This is an optimization exercise on Yosys and OpenROAD, whose aim is small area, a short achievable clock period and few clock cycles per item, not a production implementation. No run shown here included a check of the RTL's function; only the layout flow was run.

==> flow/design.v <==
module aes_sbox_d (
  input  wire [7:0] a,
  output reg  [3:0] di
);
  wire [3:0] d;
  assign d[0] = ((a[0] ^ a[3] ^ a[4] ^ a[6]) & (a[1] ^ a[2] ^ a[3] ^ a[5] ^ a[7]))
             ^ ((a[2] ^ a[5] ^ a[6]) & (a[4] ^ a[6]))
             ^ ((a[5]) & (a[6]))
             ^ ((a[3]) & (a[7]))
             ^ (a[0] ^ a[2] ^ a[5]);
  assign d[1] = ((a[0] ^ a[2] ^ a[6]) & (a[1] ^ a[4] ^ a[5] ^ a[6]))
             ^ ((a[2] ^ a[3] ^ a[5] ^ a[6]) & (a[4] ^ a[5]))
             ^ ((a[3]) & (a[5] ^ a[7]))
             ^ ((a[6]) & (a[7]))
             ^ (a[1] ^ a[2] ^ a[4] ^ a[6] ^ a[7]);
  assign d[2] = ((a[0] ^ a[6] ^ a[7]) & (a[2] ^ a[3]))
             ^ ((a[1] ^ a[5] ^ a[7]) & (a[3] ^ a[4] ^ a[5] ^ a[6] ^ a[7]))
             ^ ((a[4] ^ a[6]) & (a[5] ^ a[6]))
             ^ ((a[6]) & (a[7]))
             ^ (a[1] ^ a[2] ^ a[4] ^ a[6]);
  assign d[3] = ((a[1] ^ a[3] ^ a[4] ^ a[5] ^ a[6]) & (a[2] ^ a[3] ^ a[4] ^ a[5] ^ a[6] ^ a[7]))
             ^ ((a[0] ^ a[4] ^ a[6]) & (a[5] ^ a[7]))
             ^ ((a[4]) & (a[6] ^ a[7]))
             ^ ((a[3]) & (a[7]))
             ^ (a[3] ^ a[4] ^ a[5] ^ a[6]);
  always @(*) begin
    case (d)
      4'd0: di = 4'd0;
      4'd1: di = 4'd1;
      4'd2: di = 4'd9;
      4'd3: di = 4'd14;
      4'd4: di = 4'd13;
      4'd5: di = 4'd11;
      4'd6: di = 4'd7;
      4'd7: di = 4'd6;
      4'd8: di = 4'd15;
      4'd9: di = 4'd2;
      4'd10: di = 4'd12;
      4'd11: di = 4'd5;
      4'd12: di = 4'd10;
      4'd13: di = 4'd4;
      4'd14: di = 4'd3;
      4'd15: di = 4'd8;
      default: di = 4'd0;
    endcase
  end
endmodule
module aes_sbox_y (
  input  wire [7:0] a,
  input  wire [3:0] di,
  output wire [7:0] y
);
  wire [7:0] l0;
  assign l0[0] = a[0] ^ a[2] ^ a[3] ^ a[5];
  assign l0[1] = a[0] ^ a[2] ^ a[3] ^ a[6];
  assign l0[2] = a[0] ^ a[1] ^ a[2] ^ a[4];
  assign l0[3] = a[0] ^ a[1] ^ a[4] ^ a[6];
  assign l0[4] = a[0] ^ a[2] ^ a[3] ^ a[4];
  assign l0[5] = a[5] ^ a[6] ^ a[7];
  assign l0[6] = a[2] ^ a[3] ^ a[4] ^ a[5] ^ a[6];
  assign l0[7] = a[1] ^ a[2] ^ a[7];
  wire [7:0] l1;
  assign l1[0] = a[0] ^ a[4] ^ a[7];
  assign l1[1] = a[1] ^ a[3] ^ a[5] ^ a[6];
  assign l1[2] = a[0] ^ a[2] ^ a[3] ^ a[4] ^ a[5] ^ a[6] ^ a[7];
  assign l1[3] = a[0] ^ a[2] ^ a[3] ^ a[5] ^ a[6] ^ a[7];
  assign l1[4] = a[2] ^ a[3] ^ a[5] ^ a[6] ^ a[7];
  assign l1[5] = a[0] ^ a[5] ^ a[7];
  assign l1[6] = a[1] ^ a[5] ^ a[7];
  assign l1[7] = a[0] ^ a[3] ^ a[4] ^ a[5];
  wire [7:0] l2;
  assign l2[0] = a[2] ^ a[6] ^ a[7];
  assign l2[1] = a[1] ^ a[3] ^ a[5] ^ a[6] ^ a[7];
  assign l2[2] = a[0] ^ a[2] ^ a[3] ^ a[6];
  assign l2[3] = a[1] ^ a[2] ^ a[5] ^ a[6];
  assign l2[4] = a[0] ^ a[1] ^ a[4] ^ a[6] ^ a[7];
  assign l2[5] = a[0] ^ a[3] ^ a[4] ^ a[5] ^ a[7];
  assign l2[6] = a[1] ^ a[4] ^ a[6] ^ a[7];
  assign l2[7] = a[0] ^ a[1] ^ a[2];
  wire [7:0] l3;
  assign l3[0] = a[1] ^ a[3] ^ a[6];
  assign l3[1] = a[4] ^ a[5] ^ a[7];
  assign l3[2] = a[1] ^ a[3] ^ a[5] ^ a[6];
  assign l3[3] = a[3] ^ a[4] ^ a[7];
  assign l3[4] = a[0] ^ a[1] ^ a[2] ^ a[4] ^ a[5] ^ a[7];
  assign l3[5] = a[0] ^ a[2] ^ a[3] ^ a[4] ^ a[6];
  assign l3[6] = a[1];
  assign l3[7] = a[1] ^ a[2] ^ a[4] ^ a[6] ^ a[7];
  assign y = ({8{di[0]}} & l0) ^ ({8{di[1]}} & l1) ^ ({8{di[2]}} & l2) ^ ({8{di[3]}} & l3) ^ 8'h63;
endmodule
module rxp_ctr_de (
  input  wire         clk,
  input  wire         rst_n,
  input  wire         in_valid,
  output wire         in_ready,
  input  wire         in_first,
  input  wire [127:0] in_key,
  input  wire [127:0] in_iv,
  input  wire [127:0] in_data,
  output reg          out_valid,
  output reg  [127:0] out_data
);
  reg         va, vb;      
  reg  [3:0]  ra, rb;      
  reg         rdy;         
  reg [127:0] key_r;       
  reg [127:0] ctr_n;       
  reg [127:0] x;           
  reg [127:0] ka;          
  reg [127:0] ya;          
  reg  [63:0] yd;          
  reg [127:0] kp;          
  reg  [31:0] kw;          
  reg  [15:0] kd;          
  reg [127:0] d0, d1;      
  assign in_ready = rdy;
  wire accept = in_valid && rdy;
  wire [127:0] blk_key = in_first ? in_key : key_r;
  wire [127:0] blk_ctr = in_first ? in_iv  : ctr_n;
  function [7:0] xtime;
    input [7:0] a;
    xtime = {a[6:0], 1'b0} ^ (a[7] ? 8'h1b : 8'h00);
  endfunction
  wire [63:0] xd;
  wire [15:0] kxd;
  wire [31:0] rot = {ka[23:0], ka[31:24]};    
  genvar i, c;
  generate
    for (i = 0; i < 16; i = i + 1) begin : g_da
      aes_sbox_d u_d (.a(x[127 - 8*i -: 8]), .di(xd[63 - 4*i -: 4]));
    end
    for (i = 0; i < 4; i = i + 1) begin : g_dk
      aes_sbox_d u_d (.a(rot[31 - 8*i -: 8]), .di(kxd[15 - 4*i -: 4]));
    end
  endgenerate
  wire [7:0] sb [0:15];    
  wire [7:0] sr [0:15];    
  wire [7:0] mc [0:15];    
  generate
    for (i = 0; i < 16; i = i + 1) begin : g_yb
      aes_sbox_y u_y (.a(ya[127 - 8*i -: 8]), .di(yd[63 - 4*i -: 4]), .y(sb[i]));
    end
    for (c = 0; c < 4; c = c + 1) begin : g_shift
      assign sr[4*c + 0] = sb[4*((c + 0) % 4) + 0];
      assign sr[4*c + 1] = sb[4*((c + 1) % 4) + 1];
      assign sr[4*c + 2] = sb[4*((c + 2) % 4) + 2];
      assign sr[4*c + 3] = sb[4*((c + 3) % 4) + 3];
    end
    for (c = 0; c < 4; c = c + 1) begin : g_mix
      wire [7:0] a0 = sr[4*c + 0];
      wire [7:0] a1 = sr[4*c + 1];
      wire [7:0] a2 = sr[4*c + 2];
      wire [7:0] a3 = sr[4*c + 3];
      assign mc[4*c + 0] = xtime(a0) ^ (xtime(a1) ^ a1) ^ a2 ^ a3;
      assign mc[4*c + 1] = a0 ^ xtime(a1) ^ (xtime(a2) ^ a2) ^ a3;
      assign mc[4*c + 2] = a0 ^ a1 ^ xtime(a2) ^ (xtime(a3) ^ a3);
      assign mc[4*c + 3] = (xtime(a0) ^ a0) ^ a1 ^ a2 ^ xtime(a3);
    end
  endgenerate
  wire [127:0] sr_vec, mc_vec;
  generate
    for (i = 0; i < 16; i = i + 1) begin : g_pack
      assign sr_vec[127 - 8*i -: 8] = sr[i];
      assign mc_vec[127 - 8*i -: 8] = mc[i];
    end
  endgenerate
  reg [7:0] rcon;
  always @(*) begin
    case (rb)
      4'd1:    rcon = 8'h01;
      4'd2:    rcon = 8'h02;
      4'd3:    rcon = 8'h04;
      4'd4:    rcon = 8'h08;
      4'd5:    rcon = 8'h10;
      4'd6:    rcon = 8'h20;
      4'd7:    rcon = 8'h40;
      4'd8:    rcon = 8'h80;
      4'd9:    rcon = 8'h1b;
      default: rcon = 8'h36;
    endcase
  end
  wire [31:0] krot = {kw[23:0], kw[31:24]};
  wire [31:0] sub;
  generate
    for (i = 0; i < 4; i = i + 1) begin : g_yk
      aes_sbox_y u_y (.a(krot[31 - 8*i -: 8]), .di(kd[15 - 4*i -: 4]), .y(sub[31 - 8*i -: 8]));
    end
  endgenerate
  wire [31:0] t  = sub ^ {rcon, 24'h000000};
  wire [127:0] next_rk = kp ^ {t, t, t, t};
  wire last = vb && (rb == 4'd10);
  always @(posedge clk) begin
    ya <= x;
    yd <= xd;
    kp <= {ka[127:96], ka[127:96] ^ ka[95:64], ka[127:96] ^ ka[95:64] ^ ka[63:32],
           ka[127:96] ^ ka[95:64] ^ ka[63:32] ^ ka[31:0]};
    kw <= ka[31:0];
    kd <= kxd;
    x  <= rdy ? (blk_ctr ^ blk_key) : (mc_vec ^ next_rk);
    ka <= rdy ? blk_key : next_rk;
    d0 <= rdy ? in_data : d1;
    d1 <= d0;
    out_data <= sr_vec ^ next_rk ^ d1;
  end
  always @(posedge clk) begin
    if (accept) begin
      key_r <= blk_key;
      ctr_n <= in_first ? in_iv + 128'd1 : ctr_n + 128'd1;
    end
  end
  always @(posedge clk) begin
    if (!rst_n) begin
      va        <= 1'b0;
      vb        <= 1'b0;
      rdy       <= 1'b1;
      out_valid <= 1'b0;
    end else begin
      vb        <= va;
      va        <= accept || (vb && !last);
      rdy       <= !va || (ra == 4'd10);
      out_valid <= last;
    end
  end
  always @(posedge clk) begin
    rb <= ra;
    ra <= rdy ? 4'd1 : rb + 4'd1;
  end
endmodule
==> flow/run.sh <==
#!/bin/bash
# synth_recipe.tcl (not shown) runs the flow's synth.tcl, then flattens the netlist and writes it again
# the make line also repeats each setting of config.mk as NAME=value (left out here)
make -C /OpenROAD-flow-scripts/flow DESIGN_CONFIG=/design/flow/config.mk WORK_HOME=/design/flow/orfs CLKGATE_MAP_FILE= SYNTH_SCRIPT=/design/flow/synth_recipe.tcl finish
==> flow/config.mk <==
export PLATFORM = sky130hd
export DESIGN_NAME = rxp_ctr_de
export DESIGN_NICKNAME = rxp_ctr_de
export VERILOG_FILES = /design/flow/design.v
export SDC_FILE = /design/flow/constraint.sdc
export NUM_CORES = 4
export LEC_CHECK = 0
export CAP_MARGIN = 20
export CORE_MARGIN = 2
export CORE_UTILIZATION = 35
export PLACE_DENSITY = 0.45
export SETUP_SLACK_MARGIN = 3.0
export SLEW_MARGIN = 20
==> flow/constraint.sdc <==
create_clock -name core_clock -period 6.0 [get_ports {clk}]
set_input_delay 1.2000 -clock core_clock [delete_from_list [all_inputs] [get_ports {clk}]]
set_output_delay 1.2000 -clock core_clock [all_outputs]
set_load 0.01 [all_outputs]
==> summary.txt, run 1 <==
Count leader, synth -> xnor2_1
F_max -> 278.5 MHz
Critical path startpoint category -> primary input
Number of antenna violations at the first check in global routing -> 28
Crit path capture -> ctr_n[110]
H-tree depth -> 4
Gr ovfl total -> 0
Final setup viols -> 0
Crit path kind -> primary input to register
Initial core utilization -> 0.3526
Setup Skew -> 0.05133 ns
Vias -> 65774
HP Start -> d0[116]
Max-cap violations -> 0
EDFF count, synth -> 256
Synth Warn # -> 2
Area Growth Syn to Fin -> 38.29%
Most used DFF post-synth -> dfxtp_1
Total track usage -> 0.2627
Clock transition at the registers of the reported paths -> 0.06 ns
Outcome -> finished clean
Synth top area share -> 0.2422
Clock Sink Count -> 1284
RR Endpoint -> x[83]
CTS root buf -> clkbuf_16
Remaining antenna violation count after routing -> 0
IO buf count -> 517
Hold WC Path Type -> register to register
Share of cells above drive strength 1 -> 0.2999
Min cycle time layout -> 3.591 ns
1st-pass router iterations -> 8
Cell taking the most area after synthesis -> dfxtp_1
Setup tns final -> 0 ns
Relative slew slack -> 0.2189
Largest cells by area after synthesis -> dfxtp_1 (24%), xnor2_1 (18%), edfxtp_1 (9.0%)
Worst setup margin -> 2.409 ns
Post-route clock period utilization -> 0.5985
# DRC -> 0
CTS tree -> done
Final wirelength -> 338.2 mm
Synth unique cells -> 102
Worst Setup End Kind -> register
Asr flop ratio synth -> 0
Core box area -> 241000 µm²
Pin count of the biggest net entering global routing -> 160
Cell Rows -> 180
Pre-CTS WS -> 0.6325 ns
1st-iter DRT viols -> 5450
Post-synthesis register bit count -> 1284
R2R setup slack -> 2.77 ns
Mapped Area -> 84970 µm²
HPWL after DPL -> 253.2 mm
Worst Max-Slew Pin Slew -> 1.139 ns
RSZ-0062 raised after global routing -> yes
Critical Path AT -> 4.18 ns
Slew Limit Fails -> 0
Critical path's largest stage delay -> 0.61 ns
Min Hold Slack -> 0.3147 ns
Post-Syn Nets -> 9044
Vias in the first global route -> 62514
First-pass GRT wire length -> 465.1 mm
Register area share after synthesis -> 0.3327
Die W -> 496.7 µm
Clock latency (worst-skew pair) -> 0.87 ns
Die Height -> 496.7 µm
Die ar. -> 246700 µm²
Worst EP required -> 6.59 ns
Critical path startpoint -> in_first
R2r startpoint -> ya[50]
Final Hold Fails -> 0
Drt via density -> 5.037
Number of nets in the layout -> 10313
Worst R2R Path Depth -> 10
IO Pins -> 518
Post-synth top cells -> xnor2_1 (1764), dfxtp_1 (1028), xor2_1 (865)
Routed WL per cell -> 25.89 µm
Worst path cell trace -> buf_16 -> buf_12 -> nand3b_1 -> a221oi_4 -> nand2_2 -> or3_4 -> or4_4 -> nor3_4 -> nand2_4 -> nor3b_2 -> xnor2_1
Syn Inst Count -> 8469
Clock buffer count from CTS -> 156
Critical Path Fanout Max -> 6
Post-Syn Area per Cell -> 10.03 µm²
Worst path slowest cell -> or4_4
Routability cong. -> 0.9248
Clock tree buffer depth -> 3
stage by stage:
stage               instances  instance area, µm²    util
floorplan                8469               85220       -
global placement        11875               93780  0.3892
detailed placement      11877               93810  0.3893
CTS                     12632              110000  0.4566
global route            13056              117500  0.4876
finish                  13059              117500  0.4876
critical path, delay by kind of cell:
family                    cells  cell delay (ns)
AOI/OAI and AO/OA             1             0.42
xor gates and xnor gates      1             0.08
buffers and inverters         2             0.30
and+or+nand+nor               7             2.13
registers in the layout (all words and copies together) (netlist names):
| register | count |
|---|---|
| ctr_n | 128 |
| d0 | 128 |
| d1 | 128 |
| ka | 128 |
| key_r | 128 |
| kp | 128 |
| out_data | 128 |
| x | 128 |
| ya | 128 |
| yd | 64 |
| kw | 32 |
| kd | 16 |
| rcon | 8 |
| ra | 4 |
| rb | 4 |
| out_valid | 1 |
| rdy | 1 |
| va | 1 |
| vb | 1 |
per-layer routing:
metal | vias to the layer above | routed length (µm) | GRT usage | part of all wire
met2 | 2119 | 150900 | 0.4078 | 0.45
li1 | 30632 | - | - | -
met4 | 6 | 14840 | 0.09939 | 0.044
met3 | 449 | 19770 | 0.03805 | 0.058
met5 | - | 43 | 0 | 0.00013
met1 | 32568 | 152600 | 0.3682 | 0.45
cells by family after synthesis:
| family | share of synthesized area |
|---|---|
| adder cells (fa/ha/maj) | 0.03131 |
| flip-flops | 0.3327 |
| AND/OR/NAND/NOR | 0.08981 |
| multiplexers | 0.07884 |
| XOR/XNOR | 0.3609 |
| buffers and inverters | 0.03759 |
| AO/OA/AOI/OAI | 0.06883 |
how the worst min path moves through the flow:
| stage | to | slack [ns] | cells after the start |
|---|---|---|---|
| finish | d1[116] | 0.31 | 0 |
| global placement | d1[73] | 0.31 | 0 |
| global route | d1[56] | 0.32 | 0 |
| floorplan | d1[0] | 0.31 | 0 |
| CTS | d1[116] | 0.31 | 0 |
| detailed placement | d1[40] | 0.31 | 0 |
cell usage in the layout, fill, tap and decap left out, types with 162 or more instances in the layout:
cell | synthesis | routed
inv_1 | 283 | 281
dfxtp_4 | 0 | 163
clkbuf_16 | 0 | 162
xnor2_2 | 37 | 321
mux2i_1 | 417 | 377
clkdlybuf4s50_1 | 0 | 451
nand2_1 | 685 | 660
xor2_1 | 865 | 672
ha_1 | 187 | 186
buf_4 | 1 | 823
nor2_1 | 444 | 408
edfxtp_1 | 256 | 256
o21ai_0 | 263 | 203
xnor2_1 | 1764 | 1332
a21oi_1 | 261 | 248
dfxtp_1 | 1028 | 745
mux2_2 | 205 | 203
cell type report:
cell class                 count  area [µm²]
inverter                     283        1062
antenna                        7       17.52
clock buffer                 228        4532
sequential                  1284       29030
fill                       21906      123500
clock inverter                59       711.9
tap                         3185        3985
multi-input combinational   6418       62910
timing repair buffer        1595       15250
what timing repair did:
action                     in CTS  in global routing
pin swaps                     315                428
cloned                         11                  0
gates resized for setup      1380                742
buffers inserted              457                420
setup endpoints to repair     515                300
hold buffers                    0                  0
==> run 2: changes to the inputs <==
--- a/flow/config.mk
+++ b/flow/config.mk
@@ -11,3 +11,3 @@
 export PLACE_DENSITY = 0.45
-export SETUP_SLACK_MARGIN = 3.0
+export SETUP_SLACK_MARGIN = 3.3
 export SLEW_MARGIN = 20
==> run 2 against run 1 <==
  * Still clean
  * Setup slack better by 0.021 ns
  * Critical endpoint is now ctr_n[112]
  * Largest cell class unchanged
  * Critical path type unchanged
  * Clock skew is 0.0015 ns lower
==> summary.txt, run 2 <==
Outcome -> finished clean
Non-Filler Instances -> 13453 (+3.0%)
Die Height -> 496.7 µm (unchanged)
XOR/XNOR Fraction of Synth Area -> 0.3609 (unchanged)
Worst Setup End Kind -> register
Relative slew slack -> 0.1695 (-0.04942)
First-pass GRT wire length -> 479.7 mm (+3.1%)
RSZ-0062 raised after global routing -> yes
Area Growth Syn to Fin -> 47.46%
EDFF count, synth -> 256 (unchanged)
Slew Limit Fails -> 0 (unchanged)
Post-route clock period utilization -> 0.5949 (-0.003578)
Mux share of post-synthesis cell area -> 0.07884 (unchanged)
Critical path startpoint category -> primary input
Fin util -> 0.5199 (+0.03235)
Post-Syn Nets -> 9044 (unchanged)
Post-synth top cells -> xnor2_1 (1764), dfxtp_1 (1028), xor2_1 (865)
Commonest non-fill, non-tap cell in the layout -> xnor2_1
Hold Buf Count CTS -> 0 (unchanged)
Worst EP required -> 6.61 ns (+0.02 ns)
Final wirelength -> 348.3 mm (+3.0%)
Initial core utilization -> 0.3526 (unchanged)
Critical Path Fanout Max -> 7 (+1)
Gr ovfl total -> 0 (unchanged)
Min Hold Slack -> 0.3134 ns (-0.001316 ns)
IO buf count -> 517 (unchanged)
# DRC -> 0 (unchanged)
Cell Rows -> 180 (unchanged)
Critical Path AT -> 4.18 ns (about the same)
Placed cell count -> 11877 (unchanged)
Remaining antenna violation count after routing -> 0 (unchanged)
Min cycle time layout -> 3.570 ns (-0.02147 ns)
Largest cells by area after synthesis -> dfxtp_1 (24%), xnor2_1 (18%), edfxtp_1 (9.0%)
Synth Warn # -> 2 (unchanged)
Synth unique cells -> 102 (unchanged)
Die ar. -> 246700 µm² (unchanged)
Clock tree buffer depth -> 3 (unchanged)
Mapped Area -> 84970 µm² (unchanged)
Compound-Gate Fraction of Synth Area -> 0.06883 (unchanged)
Vias -> 67686 (+2.9%)
Share of cells above drive strength 1 -> 0.3740 (+0.07410)
Pre-CTS WS -> 0.6325 ns (unchanged)
Pin count of the biggest net entering global routing -> 160 (unchanged)
CTS tree -> done
Worst Max-Slew Pin Slew -> 1.211 ns (+0.07207 ns)
Core box area -> 241000 µm² (unchanged)
IO Pins -> 518 (unchanged)
Vias in the first global route -> 65049 (+4.1%)
HPWL after DPL -> 253.2 mm (unchanged)
Post-synthesis adder-cell area fraction -> 0.03131 (unchanged)
Final setup viols -> 0 (unchanged)
CTS root buf -> clkbuf_16
Post-synthesis register bit count -> 1284 (unchanged)
F_max -> 280.1 MHz (+0.60%)
Routed WL per cell -> 25.89 µm (about the same)
Clock buffer count from CTS -> 156 (unchanged)
Syn Inst Count -> 8469 (unchanged)
Setup tns final -> 0 ns (unchanged)
Max-cap violations -> 0 (unchanged)
Post-Syn Area per Cell -> 10.03 µm² (unchanged)
Worst setup margin -> 2.430 ns (+0.02147 ns)
1st-pass router iterations -> 6 (-2)
Most used DFF post-synth -> dfxtp_1
Synth top area share -> 0.2422 (unchanged)
Total track usage -> 0.2705 (+0.007802)
1st-iter DRT viols -> 5170 (-5.1%)
Cell taking the most area after synthesis -> dfxtp_1
Setup Skew -> 0.04979 ns (-0.001532 ns)
Die W -> 496.7 µm (unchanged)
Number of nets in the layout -> 10703 (+3.8%)
Count leader, synth -> xnor2_1
Number of antenna violations at the first check in global routing -> 28 (unchanged)
Clock Sink Count -> 1284 (unchanged)
Drt via density -> 5.031 (-0.11%)
Largest family of logic cells by synthesized area -> XOR/XNOR gates
Register area share after synthesis -> 0.3327 (unchanged)
Crit path kind -> primary input to register
Post-synthesis simple-gate area fraction -> 0.08981 (unchanged)
Hold WC Path Type -> register to register
Clock latency (worst-skew pair) -> 0.87 ns (about the same)
Routability cong. -> 0.9248 (unchanged)
Final Hold Fails -> 0 (unchanged)
Asr flop ratio synth -> 0 (unchanged)
Most frequent cells in the layout -> xnor2_1 (1158), buf_4 (951), dfxtp_1 (669)
H-tree depth -> 4 (unchanged)
Clock transition at the registers of the reported paths -> 0.06 ns (about the same)
-- run 2: cell type report --
| type | instances | area, µm² |
|---|---|---|
| Antenna cell | 11 | 27.53 |
| Inverter | 283 | 1074 |
| Clock buffer | 228 | 4532 |
| Tap cell | 3185 | 3985 |
| Fill cell | 21201 | 115700 |
| Timing Repair Buffer | 1985 | 19410 |
| Sequential cell | 1284 | 29260 |
| Multi-Input combinational cell | 6418 | 66290 |
| Clock inverter | 59 | 711.9 |
-- run 2: metal layers --
metal	wire length, µm	vias up	global-route usage
li1	-	31374	-
met1	153400	33601	0.3778
met2	155700	2252	0.4182
met3	22940	455	0.04002
met4	16280	4	0.1091
met5	27	-	0
-- run 2: final timing paths --
check / cells past startpoint / to / from / slack (ns)
min reg2reg: 0 / d1[97] / d0[97] / 0.31
max: 12 / ctr_n[112] / in_first / 2.43
min: 0 / d1[97] / d0[97] / 0.31
max reg2reg: 12 / x[83] / kw[10] / 2.77
-- run 2: cell families (layout without fill, tap and decap cells) --
logic type | count (synthesis) | after routing
other | 0 | 11
AO/OA/AOI/OAI | 927 | 927
XOR/XNOR | 2977 | 2977
buffers and inverters | 767 | 2555
flip-flops | 1284 | 1284
AND/OR/NAND/NOR | 1663 | 1663
adder cells (fa/ha/maj) | 219 | 219
multiplexers | 632 | 632
-- run 2: stage by stage --
step                cell area [µm²]
finish                       125300
floorplan                     85220
global route                 125300
detailed placement            93810
global placement              93780
CTS                          116900
-- run 2: timing repair --
action / 4_1_cts / 5_1_grt
buffers inserted: 832 / 434
setup endpoints to repair: 730 / 456
gates cloned: 12 / 0
pin swaps: 609 / 495
resized for setup: 2371 / 921
-- run 2: worst max-delay path, stage by stage --
cell and delay (ns):
buf_16 0.14, buf_12 0.16, nand3b_1 0.22, a221oi_4 0.44, nand2_2 0.17, or3_4 0.40, or4_4 0.61, nor4b_4 0.27
buf_6 0.19, nand3_2 0.08, xor2_1 0.15, mux2i_1 0.09
==> run 3: changes to the inputs <==
--- a/flow/design.v
+++ b/flow/design.v
@@ -207,3 +207,3 @@
       key_r <= blk_key;
-      ctr_n <= in_first ? in_iv + 128'd1 : ctr_n + 128'd1;
+      ctr_n <= blk_ctr + 128'd1;
     end
--- a/flow/config.mk
+++ b/flow/config.mk
@@ -9,5 +9,5 @@
 export CORE_MARGIN = 2
-export CORE_UTILIZATION = 35
-export PLACE_DENSITY = 0.45
-export SETUP_SLACK_MARGIN = 3.3
+export CORE_UTILIZATION = 50
+export PLACE_DENSITY = 0.6
+export SETUP_SLACK_MARGIN = 3.2
 export SLEW_MARGIN = 20
==> run 3 against run 2 <==
  * Still clean on timing, DRC and antenna
  * Clock skew decreased by 0.0036 ns
  * Count of clock-buffer cells in the layout decreased by 22
  * Global-route usage increased by 8.7 points
  * Critical path depth decreased by 1
  * Critical path type unchanged
  * Sequential share of layout area increased by 0.76 points
==> summary.txt, run 3 <==
Max-cap violations -> 0 (unchanged)
Fill cells -> 11878 (-44%)
RSZ-0062 raised after global routing -> yes
Post-Syn Area per Cell -> 10.03 µm² (about the same)
Setup Skew -> 0.04618 ns (-0.003613 ns)
First-pass GRT wire length -> 452.1 mm (-5.8%)
Worst Max-Slew Pin Slew -> 1.068 ns (-0.1427 ns)
Largest cells by area after synthesis -> dfxtp_1 (24%), xnor2_1 (18%), edfxtp_1 (9.0%)
Worst setup margin -> 2.527 ns (+0.09665 ns)
Initial core utilization -> 0.5025 (+0.1499)
Syn Inst Count -> 8469 (unchanged)
R2r startpoint -> kw[2]
IO Pins -> 518 (unchanged)
Core box area -> 169100 µm² (-30%)
Post-synthesis register bit count -> 1284 (unchanged)
Post-Syn Nets -> 9044 (unchanged)
Outcome -> finished clean
Most frequent cells in the layout -> xnor2_1 (1217), buf_4 (878), dfxtp_1 (716)
Remaining antenna violation count after routing -> 0 (unchanged)
Mapped Area -> 84970 µm² (about the same)
Final wirelength -> 325.1 mm (-6.6%)
Register area share after synthesis -> 0.3327 (about the same)
Worst R2R Path Depth -> 12 (unchanged)
Pin count of the biggest net entering global routing -> 163 (+1.9%)
Worst EP required -> 6.56 ns (-0.05 ns)
Critical Path Fanout Max -> 6 (-1)
# DRC -> 0 (unchanged)
Critical path startpoint category -> primary input
CTS tree -> done
Area of the multi-input gates -> 64990 µm² (-2.0%)
F_max -> 287.9 MHz (+2.8%)
Dpl cell area -> 92350 µm² (-1.6%)
Final Hold Fails -> 0 (unchanged)
Design area -> 120700 µm² (-3.7%)
Number of nets in the layout -> 10515 (-1.8%)
H-tree depth -> 4 (unchanged)
Crit path kind -> primary input to register
Synth top area share -> 0.2422 (about the same)
Clock transition at the registers of the reported paths -> 0.06 ns (about the same)
Hold depth -> 0 (unchanged)
Vias in the first global route -> 65488 (+0.67%)
Hold WC Path Type -> register to register
HP Start -> d0[10]
Clock buffer count from CTS -> 150 (-3.8%)
Hold Buf Count CTS -> 0 (unchanged)
Count leader, synth -> xnor2_1
Post-synth top cells -> xnor2_1 (1764), dfxtp_1 (1028), xor2_1 (865)
1st-iter DRT viols -> 5998 (+16%)
Most used DFF post-synth -> dfxtp_1
Setup tns final -> 0 ns (unchanged)
Final setup viols -> 0 (unchanged)
Area Growth Syn to Fin -> 42.05%
Synth Warn # -> 2 (unchanged)
CTS root buf -> clkbuf_16
Clock latency (worst-skew pair) -> 0.85 ns (-0.02 ns)
Number of antenna violations at the first check in global routing -> 25 (-11%)
Pre-CTS WS -> 0.7370 ns (+0.1046 ns)
Min cycle time layout -> 3.473 ns (-0.09665 ns)
Drt via density -> 5.517 (+9.7%)
EDFF count, synth -> 256 (unchanged)
Register area -> 29110 µm² (-0.51%)
Cell Rows -> 151 (-16%)
Share of cells above drive strength 1 -> 0.3374 (-0.03655)
Critical Path AT -> 4.03 ns (-0.15 ns)
Post-route clock period utilization -> 0.5788 (-0.01611)
Die Height -> 416.2 µm (-16%)
Die W -> 416.2 µm (-16%)
Clock Sink Count -> 1284 (unchanged)
Cell taking the most area after synthesis -> dfxtp_1
Clock tree buffer depth -> 3 (unchanged)
Synth unique cells -> 102 (unchanged)
Gr ovfl total -> 0 (unchanged)
Die ar. -> 173300 µm² (-30%)
Routed WL per cell -> 26.43 µm (+2.1%)
Worst hold path endpoint -> d1[10]
Asr flop ratio synth -> 0 (unchanged)
Worst Setup End Kind -> register
Slew Limit Fails -> 0 (unchanged)
R2R setup slack -> 2.71 ns (-0.06 ns)
IO buf count -> 517 (unchanged)
Commonest non-fill, non-tap cell in the layout -> xnor2_1
1st-pass router iterations -> 6 (unchanged)
Relative slew slack -> 0.2673 (+0.09786)
HPWL after DPL -> 230.0 mm (-9.1%)
RR Endpoint -> x[43]
Routability cong. -> 0.9889 (+6.9%)
Total track usage -> 0.3578 (+0.08721)
Vias -> 67874 (+0.28%)
## run 3: timing repair
item	CTS	global route
pin swaps	560	454
gates cloned	9	2
buffers inserted	747	369
endpoints found under the setup margin	654	359
resized for setup	1985	757
## run 3: stage by stage
stage / hold slack, ns / std cells / util
final: 0.3012 / 12302 / 0.7138
after global routing: 0.3182 / 12298 / 0.7138
after CTS: 0.3148 / 11914 / 0.6713
after detailed placement: 0.3121 / 10879 / 0.5462
after global placement: 0.3099 / 10879 / 0.5461
after floorplan: 0.3096 / 8469 / -
## run 3: critical path, cell delays in order
cell and delay (ns):
buf_16 0.15, buf_16 0.14, nand3b_1 0.18, a222oi_1 0.51, nand4bb_1 0.25, or3b_4 0.43, or2_4 0.29, nor3_4 0.26
nand2_2 0.11, or3_1 0.34, xor2_1 0.15
## run 3: metal layers
layer,vias up,share of wire,GRT usage
met1,33422,0.39,0.4592
met5,-,0,0
met2,2732,0.46,0.5642
li1,30995,-,-
met3,725,0.078,0.06558
met4,0,0.071,0.2103
## run 3: logic make-up (layout without fill, tap and decap cells)
group | count (synthesis) | in the layout | share of synthesized area
fa+ha+maj | 219 | 219 | 0.03130
buf+inv | 767 | 2365 | 0.03770
mux | 632 | 632 | 0.07884
xor+xnor | 2977 | 2977 | 0.3609
flops | 1284 | 1284 | 0.3327
compound gates | 927 | 927 | 0.06882
simple gates | 1663 | 1663 | 0.08978
other cells | 0 | 17 | 0
## run 3: cell type report
type | instances | area share
multi-input combinational | 6418 | 0.5384
clock buffer | 206 | 0.03610
sequential | 1284 | 0.2412
tap | 2218 | 0.02299
timing repair buffer | 1803 | 0.1435
inverter | 283 | 0.008801
clock inverter | 73 | 0.008656
antenna | 17 | 0.0003524
## run 3: worst max-delay path by stage
| stage | from | end | cells after the start |
|---|---|---|---|
| floorplan | in_first | ctr_n[112] | 23 |
| global placement | in_first | ctr_n[105] | 10 |
| detailed placement | in_first | ctr_n[105] | 10 |
| CTS | in_first | ctr_n[123] | 11 |
| global route | in_iv[41] | ctr_n[112] | 11 |
| finish | in_first | ctr_n[123] | 11 |
==> run 4: changes to the inputs <==
--- a/flow/design.v
+++ b/flow/design.v
@@ -105,2 +105,3 @@
   reg         rdy;         
+  reg         rdy_o;       
   reg [127:0] key_r;       
@@ -115,4 +116,4 @@
   reg [127:0] d0, d1;      
-  assign in_ready = rdy;
-  wire accept = in_valid && rdy;
+  assign in_ready = rdy_o;
+  wire accept = in_valid && rdy_o;
   wire [127:0] blk_key = in_first ? in_key : key_r;
@@ -122,2 +123,17 @@
     xtime = {a[6:0], 1'b0} ^ (a[7] ? 8'h1b : 8'h00);
+  endfunction
+  function [127:0] inc128;
+    input [127:0] v;
+    reg   [15:0]  ones;
+    reg   [15:0]  cin;
+    integer k, j;
+    begin
+      for (k = 0; k < 16; k = k + 1)
+        ones[k] = &v[8*k +: 8];
+      for (k = 0; k < 16; k = k + 1)
+        cin[k] = &(ones | ~({16{1'b1}} >> (16 - k)));
+      for (k = 0; k < 16; k = k + 1)
+        for (j = 0; j < 8; j = j + 1)
+          inc128[8*k + j] = v[8*k + j] ^ (cin[k] & (&(v[8*k +: 8] | ~(8'hff >> (8 - j)))));
+    end
   endfunction
@@ -207,3 +223,3 @@
       key_r <= blk_key;
-      ctr_n <= blk_ctr + 128'd1;
+      ctr_n <= in_first ? inc128(in_iv) : inc128(ctr_n);
     end
@@ -215,2 +231,3 @@
       rdy       <= 1'b1;
+      rdy_o     <= 1'b0;
       out_valid <= 1'b0;
@@ -220,2 +237,3 @@
       rdy       <= !va || (ra == 4'd10);
+      rdy_o     <= !va || (ra == 4'd10);
       out_valid <= last;
--- a/flow/config.mk
+++ b/flow/config.mk
@@ -9,5 +9,5 @@
 export CORE_MARGIN = 2
-export CORE_UTILIZATION = 50
-export PLACE_DENSITY = 0.6
-export SETUP_SLACK_MARGIN = 3.2
+export CORE_UTILIZATION = 35
+export PLACE_DENSITY = 0.45
+export SETUP_SLACK_MARGIN = 3.0
 export SLEW_MARGIN = 20
==> run 4 against run 3 <==
  * Synthesized area increased by 2.0%
  * Maximum frequency up 6.2%
  * Highest routed layer is now met5
  * Worst hold slack improved by 0.014 ns
  * Largest cell class unchanged
  * Die area increased by 45%
  * Register-to-register slack better by 0.14 ns
  * Setup slack improved by 0.20 ns
  * Core utilization shrank 24 points
  * Critical path depth stayed put
  * Still clean on timing, DRC and antenna
  * Synthesized cell count increased by 4.6%
  * Wire length increased by 1.4%
==> summary.txt, run 4 <==
Worst path cell trace -> clkbuf_2 -> nand4_1 -> nor4_4 -> nand4_4 -> or4_4 -> nor4_4 -> buf_4 -> and3_4 -> and3_4 -> ha_4 -> mux2_4
Clock Sink Count -> 1285 (+0.078%)
Die ar. -> 251600 µm² (+45%)
Core box area -> 246200 µm² (+46%)
Critical path startpoint category -> primary input
Register area share after synthesis -> 0.3264 (-0.006243)
Critical Path AT -> 3.85 ns (-0.18 ns)
Post-Syn Nets -> 9465 (+4.7%)
Total track usage -> 0.2524 (-0.1053)
Clock buffer count from CTS -> 162 (+8.0%)
Most frequent cells in the layout -> xnor2_1 (1355), buf_4 (856), nand2_1 (830)
Area Growth Syn to Fin -> 34.13%
Min cycle time layout -> 3.271 ns (-0.2015 ns)
Fill cells -> 22854 (+92%)
Clock latency (worst-skew pair) -> 0.84 ns (about the same)
Post-synthesis register bit count -> 1285 (+0.078%)
Syn Inst Count -> 8855 (+4.6%)
Final Hold Fails -> 0 (unchanged)
Setup tns final -> 0 ns (unchanged)
# DRC -> 0 (unchanged)
IO buf count -> 517 (unchanged)
H-tree depth -> 4 (unchanged)
Asr flop ratio synth -> 0 (unchanged)
Commonest non-fill, non-tap cell in the layout -> xnor2_1
Vias -> 66848 (-1.5%)
Post-Syn Area per Cell -> 9.786 µm² (-2.5%)
Top cell family by delay on the critical path -> simple AND/OR/NAND/NOR gates
CTS root buf -> clkbuf_16
Final setup viols -> 0 (unchanged)
Remaining antenna violation count after routing -> 0 (unchanged)
Gr ovfl total -> 0 (unchanged)
Synth top area share -> 0.2377 (-0.004483)
Outcome -> finished clean
Routability cong. -> 0.9066 (-8.3%)
F_max -> 305.7 MHz (+6.2%)
1st-pass router iterations -> 6 (unchanged)
Setup Skew -> 0.03701 ns (-0.009173 ns)
Clock transition at the registers of the reported paths -> 0.06 ns (about the same)
Mapped Area -> 86660 µm² (+2.0%)
HPWL after DPL -> 253.7 mm (+10%)
Slew Limit Fails -> 0 (unchanged)
Vias in the first global route -> 63198 (-3.5%)
Critical Path Fanout Max -> 5 (-1)
Die Height -> 501.6 µm (+21%)
Drt via density -> 4.955 (-10%)
Worst path slowest cell -> or4_4
EDFF count, synth -> 256 (unchanged)
Worst Setup End Kind -> register
Cell Rows -> 182 (+21%)
Hold WC Path Type -> register to register
Synth unique cells -> 84 (-18%)
First-pass GRT wire length -> 459.3 mm (+1.6%)
Worst EP required -> 6.58 ns (+0.02 ns)
Count leader, synth -> xnor2_1
Number of antenna violations at the first check in global routing -> 61 (+140%)
Cell taking the most area after synthesis -> dfxtp_1
Share of cells above drive strength 1 -> 0.2748 (-0.06265)
Largest cells by area after synthesis -> dfxtp_1 (24%), xnor2_1 (17%), xor2_1 (9.8%)
Routed WL per cell -> 24.44 µm (-7.5%)
Crit path buf inv count -> 2 (unchanged)
Number of nets in the layout -> 10638 (+1.2%)
IO Pins -> 518 (unchanged)
Pin count of the biggest net entering global routing -> 147 (-9.8%)
Initial core utilization -> 0.3520 (-0.1505)
Post-route clock period utilization -> 0.5452 (-0.03358)
Most used DFF post-synth -> dfxtp_1
Worst Max-Slew Pin Slew -> 1.178 ns (+0.1094 ns)
CTS tree -> done
Die W -> 501.6 µm (+21%)
Relative slew slack -> 0.1923 (-0.07503)
Crit path kind -> primary input to register
Post-synth top cells -> xnor2_1 (1731), dfxtp_1 (1029), xor2_1 (969)
Synth Warn # -> 2 (unchanged)
1st-iter DRT viols -> 5219 (-13%)
Final wirelength -> 329.7 mm (+1.4%)
Critical path's largest stage delay -> 0.64 ns (+0.13 ns)
Max-cap violations -> 0 (unchanged)
RSZ-0062 raised after global routing -> yes
Clock tree buffer depth -> 3 (unchanged)
[run 4: cell types whose count changed after synthesis, moves of 19 or more]
| cell | delta |
|---|---|
| nand4_1 | +45 |
| ha_1 | +35 |
| buf_4 | +20 |
| nand3_1 | +26 |
| buf_1 | +19 |
| nand2_1 | +158 |
| xor2_1 | +104 |
| nand3b_1 | -35 |
| buf_2 | -22 |
| o21ai_0 | +66 |
| and3_1 | +25 |
| a21oi_1 | +27 |
| xnor2_1 | -33 |
[run 4: per-layer routing]
metal | up-vias | GRT usage | wire length [µm]
li1 | 31704 | - | -
met1 | 32729 | 0.3650 | 153400
met2 | 1909 | 0.3827 | 144100
met3 | 438 | 0.04570 | 21900
met4 | 68 | 0.06872 | 9774
met5 | - | 0 | 446
[run 4: area by class of cell]
class                   count  area [µm²]  share of cell area
clock buffers             226        4622             0.03976
clock inverters            74       883.3            0.007599
diodes                     14       35.03           0.0003014
repair buffers           1509       13440              0.1157
multi-input cells        6776       62990              0.5419
well taps                3312        4144             0.03565
inverters                 294        1115            0.009591
flip-flops and latches   1285       29010              0.2495
[run 4: per-stage QoR]
| step | hold WS [ns] | cell area, µm² | util | setup slack (ns) | instances |
|---|---|---|---|---|---|
| global placement | 0.3099 | 95560 | 0.3882 | 1.161 | 12371 |
| global route | 0.3222 | 116200 | 0.4721 | 2.691 | 13482 |
| CTS | 0.3201 | 109400 | 0.4442 | 2.677 | 13039 |
| finish | 0.3152 | 116200 | 0.4722 | 2.729 | 13490 |
| floorplan | 0.3096 | 86870 | - | 2.176 | 8855 |
| detailed placement | 0.3121 | 95610 | 0.3884 | 1.151 | 12374 |
[run 4: worst register-to-register path, cell delays in order (launching register included)]
cell	delay, ns
dfxtp_4	0.39
xnor3_2	0.49
buf_4	0.18
xnor2_4	0.16
nand2_1	0.09
xnor3_2	0.51
buf_4	0.20
xnor2_2	0.17
buf_6	0.20
xnor2_1	0.18
xnor2_1	0.19
xnor2_1	0.16
o21ai_2	0.09
[run 4: final timing paths]
check / start / to / slack, ns / cells past startpoint
worst min-delay path: d0[74] / d1[74] / 0.32 / 0
worst max register to register: kw[26] / x[101] / 2.85 / 12
worst min register to register: d0[74] / d1[74] / 0.32 / 0
worst max-delay path: in_iv[31] / ctr_n[120] / 2.73 / 11
[run 4: kinds of logic (layout without fill, tap and decap cells)]
logic type | count (synthesis) | in the layout | share of synthesized area
adders and majority gates | 262 | 262 | 0.03667
muxes | 637 | 637 | 0.07778
and+or+nand+nor | 1883 | 1883 | 0.09764
other | 0 | 14 | 0
buffers and inverters | 794 | 2103 | 0.03738
xor gates and xnor gates | 3042 | 3042 | 0.3582
DFF | 1285 | 1285 | 0.3264
AOI/OAI and AO/OA | 952 | 952 | 0.06587
[run 4: timing repair]
action | in CTS | in global routing
buffers inserted | 365 | 437
resized for setup | 1280 | 713
endpoints found under the setup margin | 468 | 266
pin swaps | 270 | 375
hold buffers | 0 | 0
==> run 5: changes to the inputs <==
--- a/flow/config.mk
+++ b/flow/config.mk
@@ -11,3 +11,3 @@
 export PLACE_DENSITY = 0.45
-export SETUP_SLACK_MARGIN = 3.0
+export SETUP_SLACK_MARGIN = 3.3
 export SLEW_MARGIN = 20
==> run 5 against run 4 <==
  * Still clean on timing, DRC and antenna
  * Design area is 8.9% higher
  * Global-route usage increased by 1.1 points
  * First-iteration DRC count is 1.5% lower
  * Cell count up 3.5%
  * Critical path type unchanged
==> summary.txt, run 5 <==
Outcome -> finished clean
Share of cells above drive strength 1 -> 0.3638 (+0.08900)
Clock Sink Count -> 1285 (unchanged)
Post-synthesis register bit count -> 1285 (unchanged)
Slew Limit Fails -> 0 (unchanged)
Crit path kind -> primary input to register
Core box area -> 246200 µm² (unchanged)
Routability cong. -> 0.9106 (+0.44%)
Post-Syn Nets -> 9465 (unchanged)
Pin count of the biggest net entering global routing -> 147 (unchanged)
Worst path slowest cell -> or4_4
Critical Path Fanout Max -> 4 (-1)
Number of nets in the layout -> 11112 (+4.5%)
Synth top area share -> 0.2377 (unchanged)
Syn Inst Count -> 8855 (unchanged)
Worst Setup End Kind -> register
Critical path's largest stage delay -> 0.62 ns (-0.02 ns)
Max-cap violations -> 0 (unchanged)
EDFF count, synth -> 256 (unchanged)
Remaining antenna violation count after routing -> 0 (unchanged)
Die Height -> 501.6 µm (unchanged)
Synth unique cells -> 84 (unchanged)
Routed WL per cell -> 24.70 µm (+1.1%)
Worst EP required -> 6.56 ns (-0.02 ns)
Setup Skew -> 0.04015 ns (+0.003146 ns)
Most frequent cells in the layout -> xnor2_1 (1147), buf_4 (1010), nand2_1 (795)
First-pass GRT wire length -> 479.3 mm (+4.4%)
H-tree depth -> 4 (unchanged)
Total track usage -> 0.2631 (+0.01065)
CTS root buf -> clkbuf_16
1st-iter DRT viols -> 5140 (-1.5%)
Critical Path AT -> 3.98 ns (+0.13 ns)
R2r startpoint -> kw[25]
Critical path startpoint -> in_iv[37]
Gr ovfl total -> 0 (unchanged)
Clock transition at the registers of the reported paths -> 0.07 ns (about the same)
Worst path cell trace -> dlygate4sd2_1 -> nand3_2 -> nor4_4 -> nand4_4 -> or4_4 -> nor4_4 -> and3_4 -> and3_4 -> ha_4 -> mux2_4
Final setup viols -> 0 (unchanged)
Asr flop ratio synth -> 0 (unchanged)
Synth Warn # -> 2 (unchanged)
IO buf count -> 517 (unchanged)
F_max -> 292.1 MHz (-4.4%)
CTS tree -> done
Area Growth Syn to Fin -> 46.10%
Register area share after synthesis -> 0.3264 (unchanged)
Die ar. -> 251600 µm² (unchanged)
Hold WC Path Type -> register to register
GR Util met2 -> 0.4024 (+0.01965)
Post-synth top cells -> xnor2_1 (1731), dfxtp_1 (1029), xor2_1 (969)
RSZ-0062 raised after global routing -> yes
Cell taking the most area after synthesis -> dfxtp_1
IO Pins -> 518 (unchanged)
HPWL after DPL -> 254.4 mm (+0.26%)
Cell Rows -> 182 (unchanged)
Global Route met3 Usage -> 0.05345 (+0.007753)
Initial core utilization -> 0.3520 (unchanged)
1st-pass router iterations -> 7 (+1)
Hold Buf Count CTS -> 0 (unchanged)
Clock tree buffer depth -> 3 (unchanged)
Setup tns final -> 0 ns (unchanged)
Number of antenna violations at the first check in global routing -> 43 (-30%)
Vias -> 69443 (+3.9%)
Commonest non-fill, non-tap cell in the layout -> xnor2_1
Min cycle time layout -> 3.423 ns (+0.1519 ns)
# DRC -> 0 (unchanged)
Grt peak-use layer -> met2
Final wirelength -> 344.8 mm (+4.6%)
Count leader, synth -> xnor2_1
Mapped Area -> 86660 µm² (unchanged)
Post-route clock period utilization -> 0.5706 (+0.02532)
Relative slew slack -> 0.1813 (-0.01096)
Largest cells by area after synthesis -> dfxtp_1 (24%), xnor2_1 (17%), xor2_1 (9.8%)
Die W -> 501.6 µm (unchanged)
Final Hold Fails -> 0 (unchanged)
Routing usage on met1 -> 0.3687 (+0.003627)
Clock latency (worst-skew pair) -> 0.81 ns (-0.03 ns)
Post-Syn Area per Cell -> 9.786 µm² (unchanged)
HP Start -> d0[94]
Critical path startpoint category -> primary input
Most used DFF post-synth -> dfxtp_1
Worst Max-Slew Pin Slew -> 1.194 ns (+0.01599 ns)
Non-Filler Instances -> 13959 (+3.5%)
Vias in the first global route -> 66515 (+5.2%)
Placed cell count -> 12372 (-0.016%)
Clock buffer count from CTS -> 159 (-1.9%)
Drt via density -> 4.975 (+0.39%)
==> run 5: cell counts after synthesis <==
Identical to the previous run, type by type.
==> run 5: final timing paths <==
kind / end / slack, ns / cells past startpoint
min reg2reg: d1[94] / 0.31 / 0
max reg2reg: x[65] / 2.87 / 12
min: d1[94] / 0.31 / 0
max: ctr_n[120] / 2.58 / 10
==> run 5: cell type report <==
cell class / count / area, µm²
Clock inverter: 76 / 803.3
Antenna cell: 9 / 22.52
Fill cell: 21919 / 119600
Sequential cell: 1285 / 29250
Tap cell: 3312 / 4144
Inverter: 294 / 1111
Clock buffer: 221 / 4705
Timing Repair Buffer: 1986 / 18670
Multi-Input combinational cell: 6776 / 67910
==> run 5: repair_timing <==
item	CTS	global route
gates resized for setup	2205	972
pin swaps	626	605
setup buffers	860	421
setup endpoints to repair	699	414
==> run 5: routing by layer <==
layer	vias to the layer above	wire, µm
met1	34305	155100
met4	58	13040
li1	32557	-
met5	-	357
met3	495	23880
met2	2028	152500
==> run 5: per-stage QoR <==
stage / util / setup slack [ns] / hold slack (ns) / area, µm²
3_5_place_dp: 0.3913 / 0.8667 / 0.3121 / 96330
6_report: 0.5143 / 2.577 / 0.3128 / 126600
4_1_cts: 0.4811 / 2.561 / 0.3194 / 118400
5_1_grt: 0.5143 / 2.543 / 0.3223 / 126600
2_1_floorplan: - / 2.176 / 0.3096 / 87690
3_3_place_gp: 0.3912 / 0.9033 / 0.3096 / 96290
==> run 5: cells by family (layout without fill, tap and decap cells) <==
logic type / after synthesis / in the layout / synth area share
AOI/OAI and AO/OA: 952 / 952 / 0.06587
and+or+nand+nor: 1883 / 1883 / 0.09764
muxes: 637 / 637 / 0.07778
xor gates and xnor gates: 3042 / 3042 / 0.3582
other: 0 / 9 / 0
adders and majority gates: 262 / 262 / 0.03667
buffers and inverters: 794 / 2577 / 0.03738
DFF: 1285 / 1285 / 0.3264
==> run 5: critical path: cells and delay by family <==
family | cells | cell delay, ns
multiplexers | 1 | 0.25
AND/OR/NAND/NOR | 7 | 2.04
adder cells (fa/ha/maj) | 1 | 0.19
buffers and inverters | 1 | 0.29
==> run 6: changes to the inputs <==
--- a/flow/design.v
+++ b/flow/design.v
@@ -126,15 +126,9 @@
     input [127:0] v;
-    reg   [15:0]  ones;
-    reg   [15:0]  cin;
-    integer k, j;
+    integer k;
     begin
-      for (k = 0; k < 16; k = k + 1)
-        ones[k] = &v[8*k +: 8];
-      for (k = 0; k < 16; k = k + 1)
-        cin[k] = &(ones | ~({16{1'b1}} >> (16 - k)));
-      for (k = 0; k < 16; k = k + 1)
-        for (j = 0; j < 8; j = j + 1)
-          inc128[8*k + j] = v[8*k + j] ^ (cin[k] & (&(v[8*k +: 8] | ~(8'hff >> (8 - j)))));
+      for (k = 0; k < 128; k = k + 1)
+        inc128[k] = v[k] ^ (&(v | ~({128{1'b1}} >> (128 - k))));
     end
   endfunction
+  wire [127:0] xk = x ^ ka;                   
   wire [63:0] xd;
@@ -145,3 +139,3 @@
     for (i = 0; i < 16; i = i + 1) begin : g_da
-      aes_sbox_d u_d (.a(x[127 - 8*i -: 8]), .di(xd[63 - 4*i -: 4]));
+      aes_sbox_d u_d (.a(xk[127 - 8*i -: 8]), .di(xd[63 - 4*i -: 4]));
     end
@@ -208,3 +202,3 @@
   always @(posedge clk) begin
-    ya <= x;
+    ya <= xk;
     yd <= xd;
@@ -214,3 +208,3 @@
     kd <= kxd;
-    x  <= rdy ? (blk_ctr ^ blk_key) : (mc_vec ^ next_rk);
+    x  <= rdy ? blk_ctr : mc_vec;
     ka <= rdy ? blk_key : next_rk;
@@ -221,4 +215,5 @@
   always @(posedge clk) begin
+    if (accept && in_first)
+      key_r <= in_key;
     if (accept) begin
-      key_r <= blk_key;
       ctr_n <= in_first ? inc128(in_iv) : inc128(ctr_n);
--- a/flow/config.mk
+++ b/flow/config.mk
@@ -11,3 +11,3 @@
 export PLACE_DENSITY = 0.45
-export SETUP_SLACK_MARGIN = 3.3
+export SETUP_SLACK_MARGIN = 3.0
 export SLEW_MARGIN = 20
==> run 6 against run 5 <==
  * Setup slack improved by 0.046 ns
  * Non-clock buffer count decreased by 681
  * Synthesized area decreased by 2.3%
  * Highest routed layer unchanged
==> summary.txt, run 6 <==
Non-Filler Instances -> 13104 (-6.1%)
Worst path most repeated cell -> nand4_1
Clock tree buffer depth -> 3 (unchanged)
Worst path slowest cell -> edfxtp_1
Worst R2R Path Depth -> 13 (+1)
IO buf count -> 517 (unchanged)
Largest cells by area after synthesis -> dfxtp_1 (24%), xnor2_1 (19%), edfxtp_1 (9.1%)
Pin count of the biggest net entering global routing -> 120 (-18%)
Number of nets in the layout -> 10336 (-7.0%)
Gr ovfl total -> 0 (unchanged)
Synth Warn # -> 2 (unchanged)
Vias in the first global route -> 62844 (-5.5%)
Die W -> 495.8 µm (-1.1%)
Share of cells above drive strength 1 -> 0.2722 (-0.09156)
Critical path's largest stage delay -> 0.41 ns (-0.21 ns)
Initial core utilization -> 0.3520 (about the same)
Fin util -> 0.4769 (-0.03744)
Final wirelength -> 324.1 mm (-6.0%)
Mapped Area -> 84670 µm² (-2.3%)
F_max -> 296.1 MHz (+1.4%)
Synth top area share -> 0.2433 (+0.005585)
Core box area -> 240500 µm² (-2.3%)
Relative slew slack -> 0.2725 (+0.09117)
Count leader, synth -> xnor2_1
# DRC -> 0 (unchanged)
Final Hold Fails -> 0 (unchanged)
1st-iter DRT viols -> 4829 (-6.1%)
Hold Buf Count CTS -> 0 (unchanged)
Total track usage -> 0.2537 (-0.009340)
Setup Skew -> 0.04953 ns (+0.009378 ns)
Worst Setup End Kind -> register
Fill cells -> 22358 (+2.0%)
Area of the multi-input gates -> 63020 µm² (-7.2%)
Die ar. -> 245900 µm² (-2.3%)
Post-Syn Area per Cell -> 9.737 µm² (-0.51%)
Max-cap violations -> 0 (unchanged)
HPWL after DPL -> 247.5 mm (-2.7%)
Cell taking the most area after synthesis -> dfxtp_1
EDFF count, synth -> 256 (unchanged)
Critical Path AT -> 3.95 ns (-0.03 ns)
Vias -> 65637 (-5.5%)
IO Pins -> 518 (unchanged)
Worst path cell trace -> ha_4 -> nand3_4 -> nor3_1 -> buf_4 -> nand4_1 -> buf_6 -> nor4_2 -> buf_4 -> nand4_1 -> nor3_4 -> nand4_1 -> o211a_1 -> a211o_1
Cell Rows -> 180 (-1.1%)
Asr flop ratio synth -> 0 (unchanged)
RR Endpoint -> ctr_n[127]
Critical Path Fanout Max -> 7 (+3)
Number of antenna violations at the first check in global routing -> 69 (+60%)
Register area share after synthesis -> 0.3341 (+0.007670)
Outcome -> finished clean
Critical path startpoint category -> register
Clock Sink Count -> 1285 (unchanged)
Routability cong. -> 0.9109 (about the same)
R2R setup slack -> 2.62 ns (-0.25 ns)
Final setup viols -> 0 (unchanged)
R2r startpoint -> ctr_n[0]
Worst Max-Slew Pin Slew -> 1.088 ns (-0.1063 ns)
RSZ-0062 raised after global routing -> yes
Most used DFF post-synth -> dfxtp_1
Critical path startpoint -> ctr_n[0]
Routed WL per cell -> 24.73 µm (+0.12%)
Area Growth Syn to Fin -> 35.48%
Hold WC Path Type -> register to register
Worst EP required -> 6.57 ns (about the same)
Post-synthesis register bit count -> 1285 (unchanged)
H-tree depth -> 4 (unchanged)
Post-synth top cells -> xnor2_1 (1880), dfxtp_1 (1029), xor2_1 (868)
CTS tree -> done
Drt via density -> 5.009 (+0.69%)
Commonest non-fill, non-tap cell in the layout -> xnor2_1
Syn Inst Count -> 8696 (-1.8%)
First-pass GRT wire length -> 453.1 mm (-5.5%)
Setup tns final -> 0 ns (unchanged)
Crit path capture -> ctr_n[127]
Crit path kind -> register to register
Min cycle time layout -> 3.377 ns (-0.04643 ns)
Placed cell count -> 12109 (-2.1%)
Post-Syn Nets -> 9284 (-1.9%)
Clock latency (worst-skew pair) -> 0.84 ns (+0.03 ns)
Most frequent cells in the layout -> xnor2_1 (1430), dfxtp_1 (767), nand2_1 (738)
CTS root buf -> clkbuf_16
Clock buffer count from CTS -> 159 (unchanged)
Synth unique cells -> 84 (unchanged)
1st-pass router iterations -> 7 (unchanged)
Remaining antenna violation count after routing -> 0 (unchanged)
Post-route clock period utilization -> 0.5628 (-0.007738)
Clock transition at the registers of the reported paths -> 0.07 ns (about the same)
Slew Limit Fails -> 0 (unchanged)
Die Height -> 495.8 µm (-1.1%)
Register area -> 28910 µm² (-1.2%)
[run 6: logic make-up (layout without fill, tap and decap cells)]
group,after synthesis,after routing,share of synthesized area
and+or+nand+nor,1821,1821,0.09565
other,0,34,0
adders and majority gates,222,222,0.03219
DFF,1285,1285,0.3341
xor gates and xnor gates,2996,2996,0.3494
AOI/OAI and AO/OA,1036,1036,0.07448
muxes,650,650,0.08299
buffers and inverters,686,1875,0.03117
[run 6: worst min path at each step]
| stage | startpoint | cells past startpoint | slack [ns] | end |
|---|---|---|---|---|
| floorplan | d0[0] | 0 | 0.31 | d1[0] |
| global placement | d0[32] | 0 | 0.31 | d1[32] |
| detailed placement | d0[29] | 0 | 0.31 | d1[29] |
| CTS | d0[113] | 0 | 0.32 | d1[113] |
| global route | d0[113] | 0 | 0.32 | d1[113] |
| finish | d0[113] | 0 | 0.32 | d1[113] |
[run 6: timing repair]
action / CTS / global route
endpoints found under the hold margin: 0 / 0
setup buffers: 312 / 351
gates resized for setup: 1195 / 710
endpoints found under the setup margin: 522 / 385
pin swaps: 210 / 273
[run 6: cell type report]
cell class              count  share of cell area
diodes                     34           0.0007417
clock buffers             208             0.03943
clock inverters            90             0.01049
inverters                 272            0.009413
multi-input cells        6725              0.5494
flip-flops and latches   1285              0.2520
well taps                3185             0.03474
repair buffers           1305              0.1037
[run 6: through the flow]
stage | area (µm²) | hold slack, ns | setup WS [ns]
floorplan | 85530 | 0.3096 | 2.502
detailed placement | 94220 | 0.3121 | 1.137
CTS | 108500 | 0.3179 | 2.639
global placement | 94180 | 0.3098 | 1.187
global route | 114700 | 0.3242 | 2.547
finish | 114700 | 0.3194 | 2.623
[run 6: per-layer routing]
layer  vias to the layer above  part of all wire  wire length (µm)  GRT usage
li1                      31192                 -                 -          -
met1                     32171              0.45            146800     0.3537
met2                      1818              0.45            146400     0.4006
met3                       432             0.055             17950    0.03760
met4                        24             0.040             12840    0.08493
met5                         -           0.00050               161          0
[run 6: critical path, delay by kind of cell, from the launching register on]
kind            cells  cell delay [ns]
compound gates      2             0.46
fa+ha+maj           1             0.17
buf+inv             3             0.55
flops               1             0.41
simple gates        7             1.50
==> run 7: changes to the inputs <==
--- a/flow/config.mk
+++ b/flow/config.mk
@@ -11,3 +11,3 @@
 export PLACE_DENSITY = 0.45
-export SETUP_SLACK_MARGIN = 3.0
+export SETUP_SLACK_MARGIN = 2.7
 export SLEW_MARGIN = 20
==> run 7 against run 6 <==
  * Now fails the layout checks on antenna rules
  * Setup slack better by 0.087 ns
  * Clock skew is 0.00066 ns higher
  * Flip-flop and latch count stayed put
  * Critical path type is now primary input to register
  * Critical endpoint is now ctr_n[126]
==> summary.txt, run 7 <==
Outcome -> failed layout checks
Failed Checks -> antenna rules
Synth unique cells -> 84 (unchanged)
IO Pins -> 518 (unchanged)
Critical Path AT -> 3.90 ns (-0.05 ns)
Post-Syn Area per Cell -> 9.737 µm² (unchanged)
Critical Path Fanout Max -> 6 (-1)
1st-iter DRT viols -> 4777 (-1.1%)
Clock Sink Count -> 1285 (unchanged)
Number of antenna violations at the first check in global routing -> 55 (-20%)
Most frequent cells in the layout -> xnor2_1 (1590), dfxtp_1 (884), nand2_1 (746)
Register area share after synthesis -> 0.3341 (unchanged)
Max-cap violations -> 0 (unchanged)
HPWL after DPL -> 249.9 mm (+0.95%)
Post-Syn Nets -> 9284 (unchanged)
Setup tns final -> 0 ns (unchanged)
H-tree depth -> 4 (unchanged)
Worst setup margin -> 2.710 ns (+0.08704 ns)
Setup Skew -> 0.05019 ns (+0.0006610 ns)
Final Hold Fails -> 0 (unchanged)
Critical path startpoint category -> primary input
Share of cells above drive strength 1 -> 0.1810 (-0.09119)
Die ar. -> 245900 µm² (unchanged)
Gr ovfl total -> 0 (unchanged)
R2r startpoint -> ctr_n[28]
CTS root buf -> clkbuf_16
IO buf count -> 517 (unchanged)
First-pass GRT wire length -> 449.4 mm (-0.81%)
Cell taking the most area after synthesis -> dfxtp_1
Min cycle time layout -> 3.290 ns (-0.08704 ns)
1st-pass router iterations -> 8 (+1)
F_max -> 304.0 MHz (+2.6%)
Vias in the first global route -> 61755 (-1.7%)
Post-synthesis register bit count -> 1285 (unchanged)
Mapped Area -> 84670 µm² (unchanged)
Most used DFF post-synth -> dfxtp_1
Post-synth top cells -> xnor2_1 (1880), dfxtp_1 (1029), xor2_1 (868)
Cell Rows -> 180 (unchanged)
Worst Max-Slew Pin Slew -> 1.126 ns (+0.03807 ns)
Initial core utilization -> 0.3520 (unchanged)
Remaining antenna violation count after routing -> 1 (+1)
Number of nets in the layout -> 9920 (-4.0%)
EDFF count, synth -> 256 (unchanged)
Vias -> 63752 (-2.9%)
-- run 7: kinds of logic (layout without fill, tap and decap cells) --
group | count (synthesis) | in the layout | synth area share
XOR/XNOR | 2996 | 2996 | 0.3494
AND/OR/NAND/NOR | 1821 | 1821 | 0.09565
flip-flops | 1285 | 1285 | 0.3341
AO/OA/AOI/OAI | 1036 | 1036 | 0.07448
buffers and inverters | 686 | 1463 | 0.03117
multiplexers | 650 | 650 | 0.08299
adder cells (fa/ha/maj) | 222 | 222 | 0.03219
other | 0 | 33 | 0
-- run 7: timing repair --
| action | CTS | global route |
|---|---|---|
| endpoints found under the setup margin | 387 | 276 |
| resized for setup | 607 | 349 |
| buffers inserted | 67 | 150 |
| pin swaps | 63 | 91 |
-- run 7: per-layer routing --
metal,track usage,vias to the layer above,routed length (µm)
met5,0,-,190
met4,0.09470,30,12180
met3,0.03775,415,17440
met2,0.3975,1803,144700
met1,0.3478,31132,144900
li1,-,30372,-
-- run 7: stage by stage --
| step | area (µm²) | util |
|---|---|---|
| finish | 106300 | 0.4419 |
| global route | 106300 | 0.4418 |
| CTS | 103200 | 0.4291 |
| detailed placement | 93940 | 0.3906 |
| global placement | 93880 | 0.3903 |
| floorplan | 85000 | - |
-- run 7: path summary, 6_finish.rpt --
path	to	slack [ns]	cells past startpoint
setup / recovery	ctr_n[126]	2.71	10
hold / removal	d1[6]	0.31	0
setup reg to reg	ctr_n[127]	2.73	10
hold reg to reg	d1[6]	0.31	0
-- run 7: worst max-delay path, stage by stage --
cell and delay [ns]:
clkdlybuf4s50_1 0.67, and4_2 0.36, and4_1 0.28, nand3_2 0.24, nor4_4 0.26, buf_4 0.19, and3_4 0.19, nand3_1 0.09
xnor2_1 0.15, mux2_2 0.26
-- run 7: area by class of cell --
class,count,area (µm²),share of cell area
Timing Repair Buffer,886,8135,0.07654
Sequential cell,1285,28520,0.2683
Tap cell,3185,3985,0.03749
Antenna cell,33,82.58,0.0007769
Multi-Input combinational cell,6725,58900,0.5542
Inverter,272,1052,0.009900
Clock inverter,83,1027,0.009664
Clock buffer,222,4584,0.04313

## static timing again, ports no longer ideal
No port has a modelled driver above. Below, the same layouts with a new extraction and two added sets of constraints. Step 1: set_driving_cell puts a clkbuf_16 on clk and a buf_2 on each other input, an assumption about the parent block. Step 2 moves the port delays by t, midway between the first and last clock arrival at a register: inputs arrive t later, outputs are due t later. That takes back most of the time a late clock gives input paths. Slacks: ideal ports / drivers / drivers and shift; pairs: ideal ports / drivers.
| run | shift t [ns] | slack for setup (ns) | worst hold slack (ns) | worst data-port slew with drivers (ns) | cell pins on the clock port's net |
|---|---|---|---|---|---|
| run 1 | 0.943 | 2.409 / 2.144 / 1.202 | 0.315 / 0.315 / 0.315 | 0.48 | 1 |
| run 2 | 0.949 | 2.430 / 2.148 / 1.199 | 0.313 / 0.313 / 0.313 | 0.50 | 1 |
| run 3 | 0.922 | 2.527 / 2.242 / 1.320 | 0.301 / 0.301 / 0.301 | 0.46 | 1 |
| run 4 | 0.927 | 2.729 / 2.669 / 1.741 | 0.315 / 0.315 / 0.315 | 0.18 | 1 |
| run 5 | 0.895 | 2.577 / 2.520 / 1.625 | 0.313 / 0.313 / 0.313 | 0.23 | 1 |
| run 6 | 0.913 | 2.623 / 2.623 / 1.731 | 0.319 / 0.319 / 0.319 | 0.25 | 1 |
| run 7 | 0.943 | 2.710 / 2.656 / 1.713 | 0.313 / 0.313 / 0.313 | 0.20 | 1 |
For run 2, which loses most, drivers alone change the setup slack by -0.282 ns; drivers and shift together by -1.231 ns.
